Context: an optimization exercise on an open-source flow, tuned for small area, a short achievable clock period and few clock cycles. The choices shown serve that exercise and are no tape-out recipe.
The RTL was checked by simulation tests, not by an equivalence proof against the original design.
No activity file was given, so power comes from the tool's default toggle rates.

Setup of T:
// oss_framer
module oss_framer (
    input  wire        clk,
    input  wire        rst,
    input  wire        host_req,
    input  wire        host_we,
    input  wire [15:0] host_addr,
    input  wire [7:0]  host_wdata,
    output wire        host_ack,
    output reg  [7:0]  host_rdata,
    input  wire        rx_valid,
    input  wire [7:0]  rx_data,
    input  wire        rdy_in,
    output wire        tx_valid,
    output wire [7:0]  tx_data
);
Size in the first run: ~4900 cells after synthesis, about 980 flip-flops, about 56 I/O pins, about 48000 um^2 of cells after synthesis.
export LEC_CHECK = 0
export ABC_AREA = 1
export CAP_MARGIN = 20
export CORE_MARGIN = 2
export CORE_UTILIZATION = 55
export PLACE_DENSITY = 0.65
export SLEW_MARGIN = 20
export TNS_END_PERCENT = 5
create_clock -name core_clock -period 16.0 [get_ports {clk}]
standard.sh (not shown) runs the stock make flow with config.mk's settings and CLKGATE_MAP_FILE= SYNTH_SCRIPT=/design/flow/synth_recipe.tcl, a recipe that flattens the netlist after the stock synthesis.
==> flow/flow/run.sh <==
#!/bin/bash
set -euo pipefail
export SETUP_SLACK_MARGIN=7.6
export CTS_ARGS="-sink_clustering_enable -repair_clock_nets -dont_use_dummy_load -buf_list sky130_fd_sc_hd__clkbuf_16 -sink_clustering_size 24 -sink_clustering_max_diameter 80"
bash standard.sh > standard_flow.log 2>&1
Testbench counts of T, summed over its fixed seeds: cycles 375,187.
### T -> S
-- flow/design.v --
<<< T, line 32
    reg [7:0]  fsum;        
    reg        ffilled, rdy_flag, ok, fetch_due, drained;
    reg [7:0]  hfc, huc;
    reg        built;       
    reg        lvalid;      
    reg        aw;          
    reg [4:0]  last_l;      
    reg [6:0]  ret_size;    
>>> S, line 32
    reg [7:0]  fsum;        
    reg        ffilled, rdy_flag, ok, fetch_due, drained;
    reg [7:0]  async_fc, last_fc, last_uc;
    reg [4:0]  last_l;      
    reg [6:0]  ret_size;    
<<< T, line 49
    reg [5:0]  cnt;         
    reg [127:0] cmd;
    reg [127:32] bak;       
    reg [79:8]  fb;         
    reg [511:0] ret;
>>> S, line 46
    reg [5:0]  cnt;         
    reg [127:0] cmd;
    reg [127:0] bak;
    reg [79:8]  fb;         
    reg [511:0] ret;
<<< T, line 74
    wire ll_nz    = (last_l != 5'd0);
    wire [6:0] r7     = arg_r[6:0];
    wire [7:0] last_fc  = lvalid ? hfc : FC_UNKNOWN;
    wire [7:0] last_uc  = lvalid ? huc : 8'h00;
    wire [7:0] async_fc = aw ? hfc : FC_UNKNOWN;
    wire [31:0] bak_hdr = built ? {huc, hfc, PREFIX1, PREFIX0} : 32'd0;
    wire [127:0] bak_x  = {bak, bak_hdr};
    wire r_ok    = (arg_r[15:7] == 9'd0) && (r7 >= 7'd5) && (r7 <= 7'd64);
    wire rx_ge   = (rx_cnt >= r7);
>>> S, line 71
    wire ll_nz    = (last_l != 5'd0);
    wire [6:0] r7     = arg_r[6:0];
    wire r_ok    = (arg_r[15:7] == 9'd0) && (r7 >= 7'd5) && (r7 <= 7'd64);
    wire rx_ge   = (rx_cnt >= r7);
<<< T, line 222
    wire [127:0] fbx = {48'd0, fb[79:8], PREFIX0};
    wire [127:0] pay_x = {56'd0, arg_ae, arg_avg, arg_it[15:8], arg_it[7:0], 32'd0};
    wire [7:0] wbus = build_go ? build_chk : wd;
    generate
        for (gi = 0; gi < 16; gi = gi + 1) begin : g_cmd
>>> S, line 214
    wire [127:0] fbx = {48'd0, fb[79:8], PREFIX0};
    wire [127:0] pay_x = {56'd0, arg_ae, arg_avg, arg_it[15:8], arg_it[7:0], 32'd0};
    generate
        for (gi = 0; gi < 16; gi = gi + 1) begin : g_cmd
<<< T, line 235
            wire [7:0] pv = pay_x[gi*8 +: 8];
            wire [7:0] dv = fbx[gi*8 +: 8];
            wire [7:0] nv = ({8{s_w | s_c}} & wbus) | ({8{s_h}} & hv) |
                            ({8{s_p}} & pv) | ({8{rest_go}} & bak_x[gi*8 +: 8]) |
                            ({8{s_d}} & dv);
            always @(posedge clk)
>>> S, line 226
            wire [7:0] pv = pay_x[gi*8 +: 8];
            wire [7:0] dv = fbx[gi*8 +: 8];
            wire [7:0] nv = ({8{s_w}} & wd) | ({8{s_h}} & hv) | ({8{s_c}} & build_chk) |
                            ({8{s_p}} & pv) | ({8{rest_go}} & bak[gi*8 +: 8]) |
                            ({8{s_d}} & dv);
            always @(posedge clk)
<<< T, line 245
    wire bak_en = bak_eq & cmd_mod;
    always @(posedge clk)
        if (build_go) begin
            hfc <= arg_fc;
            huc <= arg_uc;
        end
    always @(posedge clk)
        if (bak_en)
            bak <= cmd[127:32];
    always @(posedge clk) begin
        if (rst) begin
>>> S, line 236
    wire bak_en = bak_eq & cmd_mod;
    always @(posedge clk)
        if (bak_en)
            bak <= cmd;
    always @(posedge clk) begin
        if (rst) begin
<<< T, line 271
            fetch_due <= 1'b0;
            drained   <= 1'b0;
            built     <= 1'b0;
            lvalid    <= 1'b0;
            aw        <= 1'b0;
            last_l    <= 5'd0;
            ret_size  <= 7'd0;
>>> S, line 257
            fetch_due <= 1'b0;
            drained   <= 1'b0;
            async_fc  <= FC_UNKNOWN;
            last_fc   <= FC_UNKNOWN;
            last_uc   <= 8'd0;
            last_l    <= 5'd0;
            ret_size  <= 7'd0;
<<< T, line 374
                fetch_due <= 1'b0;
                drained   <= 1'b0;
                lvalid    <= 1'b0;
                aw        <= 1'b0;
                last_l    <= 5'd0;
                ret_size  <= 7'd0;
>>> S, line 360
                fetch_due <= 1'b0;
                drained   <= 1'b0;
                async_fc  <= FC_UNKNOWN;
                last_fc   <= FC_UNKNOWN;
                last_uc   <= 8'd0;
                last_l    <= 5'd0;
                ret_size  <= 7'd0;
<<< T, line 387
                    err <= E_BADLEN;
                end else begin
                    aw       <= arg_flags[0];
                    built    <= 1'b1;
                    lvalid   <= 1'b1;
                    rdy_flag <= 1'b0;
                    last_l   <= arg_l[4:0];
                    bak_eq   <= 1'b1;
>>> S, line 374
                    err <= E_BADLEN;
                end else begin
                    async_fc <= arg_flags[0] ? arg_fc : FC_UNKNOWN;
                    rdy_flag <= 1'b0;
                    last_fc  <= arg_fc;
                    last_uc  <= arg_uc;
                    last_l   <= arg_l[4:0];
                    bak_eq   <= 1'b1;
Findings:
Per the comparison of S with T, proportion of synthesized chip area in sequential cells -0.30 points; total detailed-routing wirelength +about 4.4%; first-pass GRT wire length +about 4%.
Comparing S with T, the clock tree cell share of total cell area came out essentially unchanged.
Synthesized area per cell: S vs T — no meaningful difference
[S] area of the mapped netlist rose about 3.8% relative to T
Comparing S and T, time the worst path needs with I/O delays and setup is higher on T.
When the final numbers for S and T were put side by side, the total power turned out to be greater in S.
S ends up with higher share of total power in the clock network than T does.
Re x dimension of the die: T was lower than S.
Final area, S vs T: up slightly
Testbench counts of S, summed over its fixed seeds: cycles 375,187.

## what the ideal ports hide
No port has a modelled driver above. Below, the same layouts with a new extraction and two added sets of constraints. Step 1 assumes that a clkbuf_16 drives the clock port and a buf_2 every other input. Step 2 times the ports against the registers' clock, not the clock port: input delays grow and output delays shrink by t, the midpoint of the rising clock arrivals with the driver on. Slacks: ideal / step 1 / step 2; pairs: ideal / step 1.
run	t (ns)	slack for setup (ns)	clock arrival spread, ns
T	0.709	7.046 / 6.997 / 6.997	0.065 / 0.064
S	0.711	7.073 / 7.025 / 7.025	0.082 / 0.083
After both steps setup and hold are still met in every run listed. For T, which loses most, drivers alone change the setup slack by -0.049 ns; drivers and shift together by -0.049 ns.
